What follows belongs to an exercise in optimizing a design on an open flow for small area; a production flow would make more cautious choices. In this exercise RTL edits were held to simulation tests only and were not proved equivalent to the original. Power figures rest on the tool's default switching activity, not on a simulated workload.

[flow/design.v]
module dsa_link (
    input  wire        clk,
    input  wire        rst,         
    input  wire        start,
    input  wire [18:0] HCMD,
    input  wire        tick,
    output wire        busy,
    output wire        done,
    output reg  [1:0]  status,
    output reg         req,
    output reg  [15:0] RXR,
    output wire        D_oe,
    output wire        D_o,
    input  wire        D_i,
    output wire        S_oe,
    output wire        S_o,
    input  wire        S_i,
    output wire        A_oe,
    output wire        A_o,
    input  wire        A_i
);
    localparam [5:0] IDLE0          = 6'd0;    
    localparam [5:0] IDLE1          = 6'd1;    
    localparam [5:0] P_READ         = 6'd2;
    localparam [5:0] W_POLL         = 6'd3;
    localparam [5:0] R_REL0         = 6'd4;
    localparam [5:0] R_SYNC_ACKLO   = 6'd5;
    localparam [5:0] R_SYNC_WAIT_DH = 6'd6;
    localparam [5:0] R_SYNC_ACKHI   = 6'd7;
    localparam [5:0] R_BIT_WAIT_SL  = 6'd8;
    localparam [5:0] R_BIT_SAMPLE   = 6'd9;
    localparam [5:0] R_BIT_ACKLO    = 6'd10;
    localparam [5:0] R_BIT_WAIT_SH  = 6'd11;
    localparam [5:0] R_BIT_ACKHI    = 6'd12;
    localparam [5:0] R_CMP_WAIT_AL  = 6'd13;
    localparam [5:0] R_CMP_ANNOUNCE = 6'd14;
    localparam [5:0] R_CMP_WAIT_AH  = 6'd15;
    localparam [5:0] R_CMP_FINISH   = 6'd16;
    localparam [5:0] R_CMP_REL      = 6'd17;
    localparam [5:0] T_PRESET       = 6'd18;
    localparam [5:0] T_REL0         = 6'd19;
    localparam [5:0] T_REQ          = 6'd20;
    localparam [5:0] T_SYNC_WAIT_AL = 6'd21;
    localparam [5:0] T_SYNC_DHI     = 6'd22;
    localparam [5:0] T_SYNC_WAIT_AH = 6'd23;
    localparam [5:0] T_SOUT         = 6'd24;
    localparam [5:0] T_BIT_SETD     = 6'd25;
    localparam [5:0] T_BIT_SLO      = 6'd26;
    localparam [5:0] T_BIT_WAIT_AL  = 6'd27;
    localparam [5:0] T_BIT_REL      = 6'd28;
    localparam [5:0] T_BIT_WAIT_AH  = 6'd29;
    localparam [5:0] T_CMP_AOUT     = 6'd30;
    localparam [5:0] T_CMP_ALO      = 6'd31;
    localparam [5:0] T_CMP_WAIT_SL  = 6'd32;
    localparam [5:0] T_CMP_CHECK    = 6'd33;
    localparam [5:0] T_CMP_WAIT_SH  = 6'd34;
    localparam [5:0] T_CMP_REL      = 6'd35;
    localparam [5:0] T_CMP_FAIL     = 6'd36;
    reg  [5:0]  st;
    reg  [6:0]  wd;          
    reg  [16:0] sr;          
    reg  [5:0]  st_n;
    reg         wt;          
    reg         cond;        
    reg         doe, dlv, soe, slv, aoe, alv;
    wire exp   = (wd[5:0] == 6'b100000);
    wire failc = (wd[6:1] == 6'b100000);
    wire zero  = ~|sr[15:0];
    assign busy = (st != IDLE0) && (st != IDLE1);
    assign done = (st == IDLE1);
    assign D_oe = doe;
    assign D_o  = dlv;
    assign S_oe = soe;
    assign S_o  = slv;
    assign A_oe = aoe;
    assign A_o  = alv;
    always @* begin
        wt = 1'b0; cond = 1'b0;
        doe = 1'b0; dlv = 1'b1; soe = 1'b0; slv = 1'b1; aoe = 1'b0; alv = 1'b1;
        case (st)
            W_POLL:         begin wt = 1'b1; cond = ~D_i; end
            R_SYNC_WAIT_DH: begin wt = 1'b1; cond = D_i;  aoe = 1'b1; alv = 1'b0; end
            R_SYNC_ACKHI:   begin aoe = 1'b1; alv = 1'b0; end
            R_BIT_WAIT_SL:  begin wt = 1'b1; cond = ~S_i; aoe = 1'b1; end
            R_BIT_SAMPLE:   begin aoe = 1'b1; end
            R_BIT_ACKLO:    begin aoe = 1'b1; end
            R_BIT_WAIT_SH:  begin wt = 1'b1; cond = S_i;  aoe = 1'b1; alv = 1'b0; end
            R_BIT_ACKHI:    begin aoe = 1'b1; alv = 1'b0; end
            R_CMP_WAIT_AL:  begin wt = 1'b1; cond = ~A_i; doe = 1'b1; soe = 1'b1; end
            R_CMP_ANNOUNCE: begin doe = 1'b1; soe = 1'b1; end
            R_CMP_WAIT_AH:  begin wt = 1'b1; cond = A_i;  doe = 1'b1; soe = 1'b1; slv = 1'b0; end
            R_CMP_FINISH:   begin doe = 1'b1; soe = 1'b1; slv = 1'b0; end
            R_CMP_REL:      begin doe = 1'b1; soe = 1'b1; end
            T_SYNC_WAIT_AL: begin wt = 1'b1; cond = ~A_i; doe = 1'b1; dlv = 1'b0; end
            T_SYNC_DHI:     begin doe = 1'b1; dlv = 1'b0; end
            T_SYNC_WAIT_AH: begin wt = 1'b1; cond = A_i;  doe = 1'b1; end
            T_SOUT:         begin doe = 1'b1; end
            T_BIT_SETD:     begin doe = 1'b1; soe = 1'b1; end
            T_BIT_SLO:      begin doe = 1'b1; dlv = sr[16]; soe = 1'b1; end
            T_BIT_WAIT_AL:  begin wt = 1'b1; cond = ~A_i; doe = 1'b1; dlv = sr[16]; soe = 1'b1; slv = 1'b0; end
            T_BIT_REL:      begin doe = 1'b1; dlv = sr[16]; soe = 1'b1; slv = 1'b0; end
            T_BIT_WAIT_AH:  begin wt = 1'b1; cond = A_i;  doe = 1'b1; soe = 1'b1; end
            T_CMP_ALO:      begin aoe = 1'b1; end
            T_CMP_WAIT_SL:  begin wt = 1'b1; cond = ~S_i; aoe = 1'b1; alv = 1'b0; end
            T_CMP_CHECK:    begin aoe = 1'b1; alv = 1'b0; end
            T_CMP_WAIT_SH:  begin wt = 1'b1; cond = S_i;  aoe = 1'b1; end
            T_CMP_REL:      begin aoe = 1'b1; end
            T_CMP_FAIL:     begin aoe = 1'b1; alv = 1'b0; end
            default: ;
        endcase
    end
    always @* begin
        st_n = st;
        case (st)
            IDLE0, IDLE1: begin
                if (start) begin
                    case (HCMD[18:16])
                        3'b001:         st_n = P_READ;
                        3'b010:         st_n = R_REL0;
                        3'b011:         st_n = W_POLL;
                        3'b100, 3'b101: st_n = T_PRESET;
                        default:        st_n = IDLE1;
                    endcase
                end
            end
            P_READ:         st_n = IDLE1;
            W_POLL:         st_n = R_REL0;
            R_REL0:         st_n = R_SYNC_ACKLO;
            R_SYNC_ACKLO:   st_n = R_SYNC_WAIT_DH;
            R_SYNC_WAIT_DH: st_n = R_SYNC_ACKHI;
            R_SYNC_ACKHI:   st_n = R_BIT_WAIT_SL;
            R_BIT_WAIT_SL:  st_n = R_BIT_SAMPLE;
            R_BIT_SAMPLE:   st_n = R_BIT_ACKLO;
            R_BIT_ACKLO:    st_n = R_BIT_WAIT_SH;
            R_BIT_WAIT_SH:  st_n = R_BIT_ACKHI;
            R_BIT_ACKHI:    st_n = sr[16] ? R_CMP_WAIT_AL : R_BIT_WAIT_SL;
            R_CMP_WAIT_AL:  st_n = R_CMP_ANNOUNCE;
            R_CMP_ANNOUNCE: st_n = R_CMP_WAIT_AH;
            R_CMP_WAIT_AH:  st_n = R_CMP_FINISH;
            R_CMP_FINISH:   st_n = R_CMP_REL;
            R_CMP_REL:      st_n = IDLE1;
            T_PRESET:       st_n = T_REL0;
            T_REL0:         st_n = T_REQ;
            T_REQ:          st_n = T_SYNC_WAIT_AL;
            T_SYNC_WAIT_AL: st_n = T_SYNC_DHI;
            T_SYNC_DHI:     st_n = T_SYNC_WAIT_AH;
            T_SYNC_WAIT_AH: st_n = T_SOUT;
            T_SOUT:         st_n = T_BIT_SETD;
            T_BIT_SETD:     st_n = zero ? T_CMP_AOUT : T_BIT_SLO;
            T_BIT_SLO:      st_n = T_BIT_WAIT_AL;
            T_BIT_WAIT_AL:  st_n = T_BIT_REL;
            T_BIT_REL:      st_n = T_BIT_WAIT_AH;
            T_BIT_WAIT_AH:  st_n = T_BIT_SETD;
            T_CMP_AOUT:     st_n = T_CMP_ALO;
            T_CMP_ALO:      st_n = T_CMP_WAIT_SL;
            T_CMP_WAIT_SL:  st_n = T_CMP_CHECK;
            T_CMP_CHECK:    st_n = D_i ? T_CMP_WAIT_SH : T_CMP_FAIL;
            T_CMP_WAIT_SH:  st_n = T_CMP_REL;
            T_CMP_REL:      st_n = IDLE1;
            T_CMP_FAIL:     st_n = IDLE1;
            default:        st_n = IDLE0;
        endcase
        if (wt) begin
            if (failc)      st_n = IDLE1;
            else if (!cond) st_n = st;
        end
    end
    wire fail = (wt && failc) || (st == T_CMP_FAIL);
    wire ok   = (st == P_READ) || (st == R_CMP_REL) || (st == T_CMP_REL);
    wire ill  = !busy && start && (HCMD[18:16] == 3'b000 || HCMD[18:17] == 2'b11);
    always @(posedge clk) begin
        if (rst) begin
            st     <= IDLE0;
            status <= 2'b00;
            req    <= 1'b0;
        end else begin
            st <= st_n;
            if (fail)
                status <= 2'b01;
            else if (ok)
                status <= 2'b00;
            else if (ill)
                status <= 2'b10;
            if (st == P_READ)
                req <= ~D_i;
        end
        if (!wt)
            wd <= 7'd0;
        else if (tick || exp)
            wd <= {wd[5:0], ~(wd[6] ^ wd[3])};
        if (!busy)
            sr <= {HCMD[15], HCMD[14:8] & {7{HCMD[18]}}, HCMD[7:0] & {8{HCMD[18] & HCMD[16]}}, 1'b1};
        else if (st == R_BIT_SAMPLE)
            sr <= {sr[15:0], D_i};
        else if (st == T_BIT_WAIT_AH && A_i)
            sr <= {sr[15:0], 1'b0};
        if (st == R_CMP_REL)
            RXR <= sr[15:0];
    end
endmodule
[flow/run.sh]
#!/bin/bash
# synth_recipe.tcl (not shown) runs the flow's synth.tcl, then flattens the netlist and writes it again
# the make line also repeats each setting of config.mk as NAME=value (left out here)
make -C /OpenROAD-flow-scripts/flow DESIGN_CONFIG=/design/flow/config.mk WORK_HOME=/design/flow/orfs CLKGATE_MAP_FILE= SYNTH_SCRIPT=/design/flow/synth_recipe.tcl finish
[flow/config.mk]
export PLATFORM = sky130hd
export DESIGN_NAME = dsa_link
export DESIGN_NICKNAME = dsa_link
export VERILOG_FILES = /design/flow/design.v
export SDC_FILE = /design/flow/constraint.sdc
export NUM_CORES = 4
export LEC_CHECK = 0
export CAP_MARGIN = 20
export CORE_MARGIN = 2
export CORE_UTILIZATION = 40
export SLEW_MARGIN = 20
[flow/constraint.sdc]
create_clock -name core_clock -period 10.0 [get_ports {clk}]
set_input_delay 2.0000 -clock core_clock [delete_from_list [all_inputs] [get_ports {clk}]]
set_output_delay 2.0000 -clock core_clock [all_outputs]
set_load 0.01 [all_outputs]
==> impl_metrics.tcl, run 1 <==
set metrics [dict create \
    status "finished clean" \
    final_area_um2 3590 \
    cts_buffer_depth 2 \
    worstRegToRegCells 5 \
    grt-ovfl-total 0 \
    synth_edf_count 32 \
    dr.first_iter.drc_count 131 \
    syn_to_final_growth_pct 20.9 \
    synth_area_um2 2970 \
    finalSetupTns_ps 0 \
    slowest_stage "dfxtp_1" \
    synthArstFlopShare 0 \
    grt_antenna_before_repair 0 \
    ctsHtreeMaxLevel 2 \
    fin_worst_skew_ps 7.86 \
    grt_pass1_vias 2420 \
    nNetsFinal 398 \
    grt_pass1_wl_um 12100 \
    critPathMaxStageDelay_ps 700 \
    grt_max_degree 32 \
    dr.pass1.iters 5 \
    numPortBuffers 52 \
    crit_path_end_kind "primary output" \
    die_height_um 90.2 \
    via_per_inst 5.54 \
    critPathLaunchType "flop" \
    core_area_um2 7210 \
    min_from "wd[4]$_SDFFE_PP0P_" \
    cts-root-buf "clkbuf_8" \
    cts_buffers 5 \
    seq_area_um2 1300 \
    numClockSinks 49 \
    ff2ff_setup_slack_ps 7160 \
    timing.rr.start "st[2]$_SDFFE_PP0P_" \
    start_util 0.412 \
    cts_tree "done" \
    fin_util 0.498 \
    cp_max_fo 27 \
    routabilityCongestion 0.906 \
    hold_viol_final 0 \
    p_leak_nw 1.24 \
    num_rows 31 \
    die_w_um 90.2 \
    postCtsResizedCells 0 \
    multi_input_area_um2 1490 \
    finalCritPeriodShare 0.476 \
    ir_worst_vdd_v 0.0000745 \
    dpl-instance-area_um2 3500 \
    crit_chain "buf_4, nor3_2, and2_1, inv_2, clkdlybuf4s50_1" \
    final-setup-viol-count 0 \
    reg2reg_to "sr[4]$_DFFE_PP_" \
    synth_top_family_by_area "simple AND/OR/NAND/NOR gates" \
    synth_nets 361 \
    routed_wl_um 7410 \
    worstHoldPathCells 2 \
    synth-seq-cells 49 \
    critPathKind "flop to primary output" \
    synth_top_cell_by_area "edfxtp_1" \
    synth_compound_area_frac 0.171 \
    hp-class "flop to flop" \
    synthFlopType "edfxtp_1" \
    worst-slew-pin-transition_ps 1000 \
    synth-seq-area-share 0.438 \
    dp_hpwl_um 5400 \
    crit_required_ps 8000 \
    synth-xor-area-share 0.0177 \
    post_cts_buffers 0 \
    via_count 2613 \
    drv_cap 0 \
    drive_gt1_frac 0.0697 \
    synthMuxAreaShare 0.0236 \
    netlist.area_leader.share 0.324 \
    ios 53 \
    max-slew-margin-rel 0.331 \
    wl_per_cell_um 15.7 \
    synthTopCellsByArea "edfxtp_1, dfxtp_1, nand2_1, nand3_1, o21ai_0" \
    setup_ws_ps 5240 \
    yosysMostFrequentCell "nand2_1" \
    yosys_warnings 1 \
    insertion_delay_ps 300 \
    drc 0 \
    place_ws_ps 5580 \
    synth_cells 335 \
    min_to "wd[5]$_SDFFE_PP0P_" \
    antennaDiodeCount 0 \
    synth_area_per_cell_um2 8.87 \
    arrival_ps 2760 \
    grt_use_total 0.185 \
    slew_viol_final 0 \
    p_per_area_nw_per_um2 150 \
    ant_nets 0 \
    synth_fa_ha_area_frac 0 \
    nFillCells 716 \
    max_freq_mhz 210 \
    min_period_ps 4760 \
    synth.top_cells.by_count "nand2_1, edfxtp_1, nand3_1, o21ai_0" \
    synth_cell_types 60 \
    clkTransAtPathRegs_ps 90 \
    synth-simple-area-share 0.289 \
    rsz0062_at_grt "false" \
    dieArea_um2 8130 \
    holdBufCountCts 0 \
]
worst max path at each step:
stage / start / endpoint / slack (ps)
2_1_floorplan: st[2]$_SDFFE_PP0P_ / D_oe / 6140
3_3_place_gp: st[0]$_SDFFE_PP0P_ / S_o / 5640
3_5_place_dp: st[2]$_SDFFE_PP0P_ / busy / 5580
4_1_cts: st[2]$_SDFFE_PP0P_ / busy / 5240
5_1_grt: st[0]$_SDFFE_PP0P_ / D_oe / 4950
6_report: st[2]$_SDFFE_PP0P_ / busy / 5240
logic make-up (layout without fill, tap and decap cells):
| logic type | after synthesis | in the layout |
|---|---|---|
| buffers and inverters | 35 | 73 |
| xor gates and xnor gates | 6 | 6 |
| DFF | 49 | 49 |
| muxes | 7 | 7 |
| and+or+nand+nor | 163 | 163 |
| AOI/OAI and AO/OA | 75 | 75 |
per-layer routing:
metal,up-vias,part of all wire,track usage
met5,-,0,0
met4,0,0.023,0.0654
met3,16,0.056,0.0360
met2,92,0.47,0.291
met1,1195,0.45,0.253
li1,1310,-,-
cell type report:
cell class              count  share of cell area
multi-input cells         251               0.415
flip-flops and latches     49               0.362
repair buffers             57               0.155
clock inverters             2             0.00383
inverters                   8             0.00836
well taps                  99              0.0345
clock buffers               6              0.0202
flip-flops by register name, summed over array words and instances, names as in the netlist:
signal / flops
sr: 17
RXR: 16
wd: 7
st: 6
status: 2
req: 1
power by group:
part	internal [W]	leakage [nW]	switching [W]
Sequential	0.000257	0.460	0.0000296
Clock	0.0000500	0.0456	0.0000685
Combinational	0.0000542	0.736	0.0000795
cells in the final DEF, fill, tap and decap left out, types with 2 or more instances in the layout:
cell type        count
buf_4                5
nor3_2               2
or4_1                2
and2_1               2
mux2i_1              7
edfxtp_1            32
clkdlybuf4s50_1     52
nor2b_1             12
nand3b_1             4
o211ai_1             2
nand2b_1             5
a21oi_1             15
a211oi_1             3
xnor2_1              3
dfxtp_1             17
o21ai_0             22
nor3_1              12
a22oi_1              3
a31oi_1              5
xor2_1               3
or3_1                3
a32oi_1              5
and3_1               2
nand2_1             51
nand3_1             25
nor2_1              17
clkbuf_8             5
nand4_1              7
inv_1                6
o22ai_1              4
nor4_1               9
critical path: cells and delay by family (launching register included):
| family | cells | cell delay (ps) |
|---|---|---|
| DFF | 1 | 700 |
| and+or+nand+nor | 2 | 410 |
| buffers and inverters | 3 | 1340 |
per-stage QoR:
stage	cells	power, W	hold slack, ps
after CTS	472	0.000545	481
after global placement	464	0.000423	466
after floorplan	335	0.000377	441
after global routing	472	0.000574	514
final	472	0.000539	474
after detailed placement	464	0.000425	468
==> run 2: changes to the inputs <==
==> flow/flow/run.sh (new file) <==
#!/bin/bash
export BUFFER_PORTS_ARGS="-buffer_cell sky130_fd_sc_hd__buf_1"
bash standard.sh > standard.log 2>&1
==> flow/standard.sh (new file) <==
#!/bin/bash
# synth_recipe.tcl (not shown) runs the flow's synth.tcl, then flattens the netlist and writes it again
# the make line also repeats each setting of config.mk as NAME=value (left out here)
make -C /OpenROAD-flow-scripts/flow DESIGN_CONFIG=/design/flow/config.mk WORK_HOME=/design/flow/orfs CLKGATE_MAP_FILE= SYNTH_SCRIPT=/design/flow/synth_recipe.tcl "${@:-finish}"
removed: flow/run.sh
==> impl_metrics.tcl, run 2 <==
set metrics [dict create \
    dieArea_um2 8130 \
    cp-endpoint "S_o" \
    crit_path_start "st[1]$_SDFFE_PP0P_" \
    numClockSinks 49 \
    routabilityCongestion 0.894 \
    cts_tree "done" \
    wl_per_cell_um 15.1 \
    die_height_um 90.2 \
    cp_max_fo 26 \
    synth_top_cell_by_area "edfxtp_1" \
    synth_cell_types 60 \
    dr.first_iter.drc_count 273 \
    grt_pass1_vias 2340 \
    hold_viol_final 0 \
    timing.rr.start "st[2]$_SDFFE_PP0P_" \
    finalCritPeriodShare 0.451 \
    critPathKind "flop to primary output" \
    numPortBuffers 52 \
    grt_max_degree 32 \
    nFillCells 733 \
    via_count 2647 \
    synth-seq-cells 49 \
    worstRegToRegCells 5 \
    holdBufCountCts 0 \
    p_per_area_nw_per_um2 162 \
    grt_use_total 0.174 \
    slew_viol_final 0 \
    synth_area_um2 2970 \
    seqPwrFrac 0.530 \
    status "finished clean" \
    whs_ps 489 \
    reg2reg_to "sr[11]$_DFFE_PP_" \
    drv_cap 0 \
    synth-xor-area-share 0.0177 \
    dp_hpwl_um 5200 \
    worst-slew-pin-transition_ps 979 \
    max-slew-margin-rel 0.347 \
    p_switching_w 0.000183 \
    p_leak_nw 1.10 \
    synthMuxAreaShare 0.0236 \
    grt_antenna_before_repair 0 \
    routed_wl_um 7160 \
    num_rows 31 \
    yosysMostFrequentCell "nand2_1" \
    sw_frac_of_total 0.343 \
    drc 0 \
    synth_fa_ha_area_frac 0 \
    top_regs "sr: 17 flops, RXR: 16 flops, wd: 7 flops" \
    final_cell_mix "buf_1, nand2_1, edfxtp_1" \
    ctsHtreeMaxLevel 2 \
    seq_area_um2 1300 \
    final-setup-viol-count 0 \
    dr.pass1.iters 5 \
    max_freq_mhz 222 \
    post_cts_buffers 0 \
    synth_nets 361 \
    cts_buffer_depth 2 \
    p_int_w 0.000350 \
    via_per_inst 5.60 \
    mostFrequentLayoutCell "buf_1" \
    top_register "sr" \
    critPathLaunchType "flop" \
    synthFlopType "edfxtp_1" \
    netlist.area_leader.share 0.324 \
    synth_compound_area_frac 0.171 \
    ant_nets 0 \
    antennaDiodeCount 0 \
    pwr-share-clk 0.235 \
    clkTransAtPathRegs_ps 110 \
    largest_register_ffs 17 \
    synth_top_family_by_area "simple AND/OR/NAND/NOR gates" \
    synth.top_cells.by_count "nand2_1, edfxtp_1, nand3_1, o21ai_0" \
    insertion_delay_ps 310 \
    start_util 0.412 \
    combPwrFrac 0.235 \
    synth_cells 335 \
    ff2ff_setup_slack_ps 7120 \
    core_area_um2 7210 \
    finalSetupTns_ps 0 \
    cts_buffers 5 \
    postCtsResizedCells 0 \
    arrival_ps 2510 \
    synthArstFlopShare 0 \
    rsz0062_at_grt "false" \
    yosys_warnings 1 \
    synthTopCellsByArea "edfxtp_1, dfxtp_1, nand2_1, nand3_1, o21ai_0" \
    die_w_um 90.2 \
    crit_required_ps 8000 \
    grt-ovfl-total 0 \
    drive_gt1_frac 0.0749 \
    crit_path_end_kind "primary output" \
    hp-class "flop to flop" \
    fin_worst_skew_ps 13.9 \
    ios 53 \
    synth_edf_count 32 \
    ir_worst_vdd_v 0.0000628 \
    grt_pass1_wl_um 11500 \
    cts-root-buf "clkbuf_8" \
    synth-simple-area-share 0.289 \
    min_period_ps 4510 \
    nNetsFinal 399 \
    multi_input_area_um2 1490 \
    synth-seq-area-share 0.438 \
    synth_area_per_cell_um2 8.87 \
    syn_to_final_growth_pct 10.5 \
]
==> run 2: cell counts after synthesis <==
Identical to the previous run, type by type.
==> run 2: kinds of logic after synthesis <==
group | count (synthesis)
AOI/OAI and AO/OA | 75
and+or+nand+nor | 163
muxes | 7
xor gates and xnor gates | 6
buffers and inverters | 35
DFF | 49
==> run 2: layout make-up <==
type,count,share of cell area
multi-input combinational,251,0.454
clock inverter,3,0.00801
inverter,8,0.00915
sequential,49,0.396
tap,99,0.0377
clock buffer,5,0.0210
timing repair buffer,58,0.0732
==> run 2: worst max-delay path: stages, from the launching register on <==
cell     delay [ps]
dfxtp_1         980
nor2b_1         410
a22oi_1         160
mux2i_1         160
a32oi_1          60
or2_2           280
buf_1           130
==> run 2: power groups by stage <==
stage          logic (W)  clock network [W]  registers (W)
2_1_floorplan   0.000101                  0       0.000276
3_3_place_gp    0.000124                  0       0.000286
3_5_place_dp    0.000125                  0       0.000286
4_1_cts         0.000126           0.000128       0.000281
5_1_grt         0.000139           0.000137       0.000286
6_report        0.000125           0.000125       0.000282
==> run 2: layer usage <==
layer,part of all wire,global-route usage
met1,0.46,0.229
met5,0,0
met2,0.48,0.289
met3,0.054,0.0402
met4,0.010,0.0423
==> run 2: worst min path at each step <==
| stage | from | endpoint | cells after the start |
|---|---|---|---|
| 6_report | sr[8]$_DFFE_PP_ | RXR[8]$_DFFE_PP_ | 0 |
| 5_1_grt | sr[8]$_DFFE_PP_ | RXR[8]$_DFFE_PP_ | 0 |
| 4_1_cts | sr[8]$_DFFE_PP_ | RXR[8]$_DFFE_PP_ | 0 |
| 3_5_place_dp | sr[8]$_DFFE_PP_ | RXR[8]$_DFFE_PP_ | 0 |
| 3_3_place_gp | wd[5]$_SDFFE_PP0P_ | wd[5]$_SDFFE_PP0P_ | 2 |
| 2_1_floorplan | sr[9]$_DFFE_PP_ | RXR[9]$_DFFE_PP_ | 0 |
==> run 2: metrics by stage <==
stage                     worst slack (ps)  std cells  instance area [um^2]  utilization  total power (W)
after floorplan                       6140        335                  2970            -         0.000377
after global placement                5900        465                  3190        0.442         0.000410
after detailed placement              5870        465                  3190        0.442         0.000411
after CTS                             5520        473                  3280        0.455         0.000535
after global routing                  5300        473                  3280        0.455         0.000562
final                                 5490        473                  3280        0.455         0.000532
==> run 3: changes to the inputs <==
==> flow/flow/run.sh (replaced) <==
#!/bin/bash
# Layout flow: the standard layout (standard.sh) with two changes:
#  - synthesis maps the logic with the area-oriented ABC script in
#    flow/area.abc instead of ORFS's speed script (everything else in
#    the synthesis, registers included, is the standard one);
#  - the port buffers use the smallest buffer cell.
# Each tool's output goes to a log file in this folder; temporary files
# stay inside this folder too.
set -euo pipefail
W=$PWD
mkdir -p "$W/tmp/xdg"
chmod 700 "$W/tmp/xdg"
export TMPDIR="$W/tmp"
export XDG_RUNTIME_DIR="$W/tmp/xdg"
ORFS_SYNTH=$FLOW_HOME/scripts/synth.tcl
grep -q 'log_cmd abc {\*}\$abc_args' "$ORFS_SYNTH"
sed 's#log_cmd abc {\*}\$abc_args#log_cmd abc -script '"$W"'/flow/area.abc {*}[lrange $abc_args 2 end]#' \
    "$ORFS_SYNTH" > "$W/flow/synth_orfs_area.tcl"
grep -q "$W/flow/area.abc" "$W/flow/synth_orfs_area.tcl"
grep -q 'SCRIPTS_DIR)/synth.tcl' synth_recipe.tcl
sed "s#\$::env(SCRIPTS_DIR)/synth.tcl#$W/flow/synth_orfs_area.tcl#" synth_recipe.tcl > "$W/flow/synth_area.tcl"
export BUFFER_PORTS_ARGS="-buffer_cell sky130_fd_sc_hd__buf_1"
bash standard.sh SYNTH_SCRIPT="$W/flow/synth_area.tcl" finish > standard.log 2>&1
==> flow/flow/area.abc (new file) <==
strash
ifraig
dch -f
amap
topo
==> impl_metrics.tcl, run 3 <==
set metrics [dict create \
    hp-class "flop to flop" \
    fin_worst_skew_ps 10.7 \
    synth_edf_count 32 \
    ctsHtreeMaxLevel 2 \
    routed_wl_um 6900 \
    insertion_delay_ps 310 \
    synth_cell_types 30 \
    hold_viol_final 0 \
    p_switching_w 0.000360 \
    grt_antenna_before_repair 0 \
    worst-slew-pin-transition_ps 917 \
    min_to "RXR[6]$_DFFE_PP_" \
    p_per_area_nw_per_um2 290 \
    ir_worst_vdd_v 0.000118 \
    cts_buffer_depth 2 \
    nNetsFinal 354 \
    numPortBuffers 52 \
    core_area_um2 5960 \
    min_period_ps 4820 \
    yosys_warnings 1 \
    rsz0062_at_grt "false" \
    top_regs "sr: 17 flops, RXR: 16 flops, wd: 7 flops" \
    grt_use_total 0.199 \
    routabilityCongestion 0.975 \
    grt_pass1_vias 2225 \
    dp_hpwl_um 5120 \
    critPathKind "flop to primary output" \
    drive_gt1_frac 0.0365 \
    synth_cells 266 \
    min_from "sr[6]$_DFFE_PP_" \
    top_register "sr" \
    ff2ff_setup_slack_ps 6200 \
    dr.pass1.iters 4 \
    finalSetupTns_ps 0 \
    clkTransAtPathRegs_ps 100 \
    antennaDiodeCount 0 \
    largest_register_ffs 17 \
    dr.first_iter.drc_count 134 \
    postCtsResizedCells 0 \
    synthArstFlopShare 0 \
    grt_pass1_wl_um 11000 \
    grt_max_degree 25 \
    yosysMostFrequentCell "nor2_1" \
    synth-seq-area-share 0.523 \
    synthFlopType "edfxtp_1" \
    synth.top_cells.by_count "nor2_1, edfxtp_1, or3_1, clkinv_1, dfxtp_1" \
    pwr-share-clk 0.148 \
    cts_tree "done" \
    worstHoldPathCells 0 \
    slew_viol_final 0 \
    syn_to_final_growth_pct 16.5 \
    timing.rr.start "st[5]$_SDFFE_PP0P_" \
    grt-ovfl-total 0 \
    wl_per_cell_um 17.1 \
    max-slew-margin-rel 0.384 \
    drc 0 \
    final_cell_mix "nor2_1, buf_1, edfxtp_1" \
    seqPwrFrac 0.423 \
    via_per_inst 5.97 \
    combPwrFrac 0.429 \
    ant_nets 0 \
    synth-seq-cells 49 \
    post_cts_buffers 0 \
    ios 53 \
    reg2reg_to "st[0]$_SDFFE_PP0P_" \
    worstRegToRegCells 10 \
    finalCritPeriodShare 0.482 \
    p_leak_nw 0.947 \
    cp_max_fo 23 \
    whs_ps 485 \
    synth_nets 292 \
    die_height_um 82.9 \
    holdBufCountCts 0 \
    synth_area_per_cell_um2 9.35 \
    dieArea_um2 6860 \
    numClockSinks 49 \
    critPathLaunchType "flop" \
    netlist.area_leader.share 0.386 \
    cts_buffers 5 \
    mostFrequentLayoutCell "nor2_1" \
    crit_path_end_kind "primary output" \
    sw_frac_of_total 0.427 \
    arrival_ps 2820 \
    synth_top_cell_by_area "edfxtp_1" \
    via_count 2412 \
    final-setup-viol-count 0 \
    num_rows 28 \
    die_w_um 82.9 \
    crit_required_ps 8000 \
    synthTopCellsByArea "edfxtp_1, dfxtp_1, nor2_1, a32o_1, or3_1" \
    max_freq_mhz 208 \
    start_util 0.418 \
    fin_util 0.487 \
    drv_cap 0 \
    synth_area_um2 2490 \
    p_int_w 0.000482 \
    status "finished clean" \
    cts-root-buf "clkbuf_8" \
]
-- run 3: kinds of logic (layout without fill, tap and decap cells) --
logic type	after synthesis	in the layout	share of synthesized area
AOI/OAI and AO/OA	65	65	0.189
buffers and inverters	19	82	0.0287
DFF	49	49	0.523
and+or+nand+nor	133	133	0.260
-- run 3: power groups by stage --
| stage | combinational, W | sequential (W) | clock, W |
|---|---|---|---|
| 6_report | 0.000361 | 0.000356 | 0.000124 |
| 5_1_grt | 0.000404 | 0.000362 | 0.000135 |
| 4_1_cts | 0.000360 | 0.000355 | 0.000128 |
| 3_5_place_dp | 0.000358 | 0.000360 | 0 |
| 3_3_place_gp | 0.000365 | 0.000358 | 0 |
| 2_1_floorplan | 0.000239 | 0.000350 | 0 |
-- run 3: cell type report --
cell class	instances	area [um^2]
multi-input combinational	198	1120
clock buffer	5	68.8
clock inverter	3	26.3
inverter	19	71.3
tap	75	93.8
timing repair buffer	55	218
fill	606	3060
sequential	49	1300
-- run 3: per-stage QoR --
step / cells / setup WS, ps / area [um^2] / power, W
final: 404 / 5180 / 2900 / 0.000842
after floorplan: 266 / 5020 / 2490 / 0.000589
after global routing: 404 / 4980 / 2900 / 0.000901
after global placement: 396 / 5550 / 2800 / 0.000724
after CTS: 404 / 5190 / 2900 / 0.000843
after detailed placement: 396 / 5540 / 2800 / 0.000719
-- run 3: how the worst max path moves through the flow --
stage                        from  depth (start not counted)  slack [ps]   end
6_report       st[5]$_SDFFE_PP0P_                          8        5180  D_oe
5_1_grt        st[5]$_SDFFE_PP0P_                          7        4980  D_oe
4_1_cts        st[5]$_SDFFE_PP0P_                          8        5190  D_oe
3_5_place_dp   st[5]$_SDFFE_PP0P_                          8        5540  D_oe
3_3_place_gp   st[5]$_SDFFE_PP0P_                          7        5550  D_oe
2_1_floorplan  st[4]$_SDFFE_PP0P_                          4        5020  done
-- run 3: routing by layer --
metal  routed length, um  up-vias  part of all wire  track usage
met5                   0        -                 0            0
met4                 232        0             0.034       0.0775
met3                 515       25             0.075       0.0408
met2                3100      130              0.45        0.313
met1                3040     1101              0.44        0.271
li1                    -     1156                 -            -
-- run 3: worst max-delay path, stage by stage (launching register included) --
cell and delay (ps):
dfxtp_1 360, clkinv_1 110, nand2_1 510, nor2_1 110, buf_4 240, or3_1 320, or3_1 320, or4_1 400
buf_1 140

what the ideal ports hide:
In the flow no input, the clock included, has a driving cell. The finished layouts below were timed again as built, in two steps. Step 1, drivers: a clkbuf_16 drives clk and a buf_2 each remaining input, both assumed. Step 2 times the ports against the registers' clock, not the clock port: input delays grow and output delays shrink by t, the midpoint of the rising clock arrivals with the driver on. a / b / c = no drivers / after step 1 / after step 2; a / b = the first two.
| run | shift t [ns] | slack for setup (ns) | worst setup path after step 2 | clock arrival spread, ns | worst register clock-pin slew, ns |
|---|---|---|---|---|---|
| run 1 | 0.324 | 5.244 / 5.216 / 5.539 | register to output | 0.009 / 0.009 | 0.09 / 0.09 |
| run 2 | 0.334 | 5.494 / 5.467 / 5.801 | register to output | 0.013 / 0.014 | 0.11 / 0.11 |
| run 3 | 0.338 | 5.181 / 5.149 / 5.487 | register to output | 0.011 / 0.011 | 0.10 / 0.10 |
After both steps setup and hold are still met in every run listed.
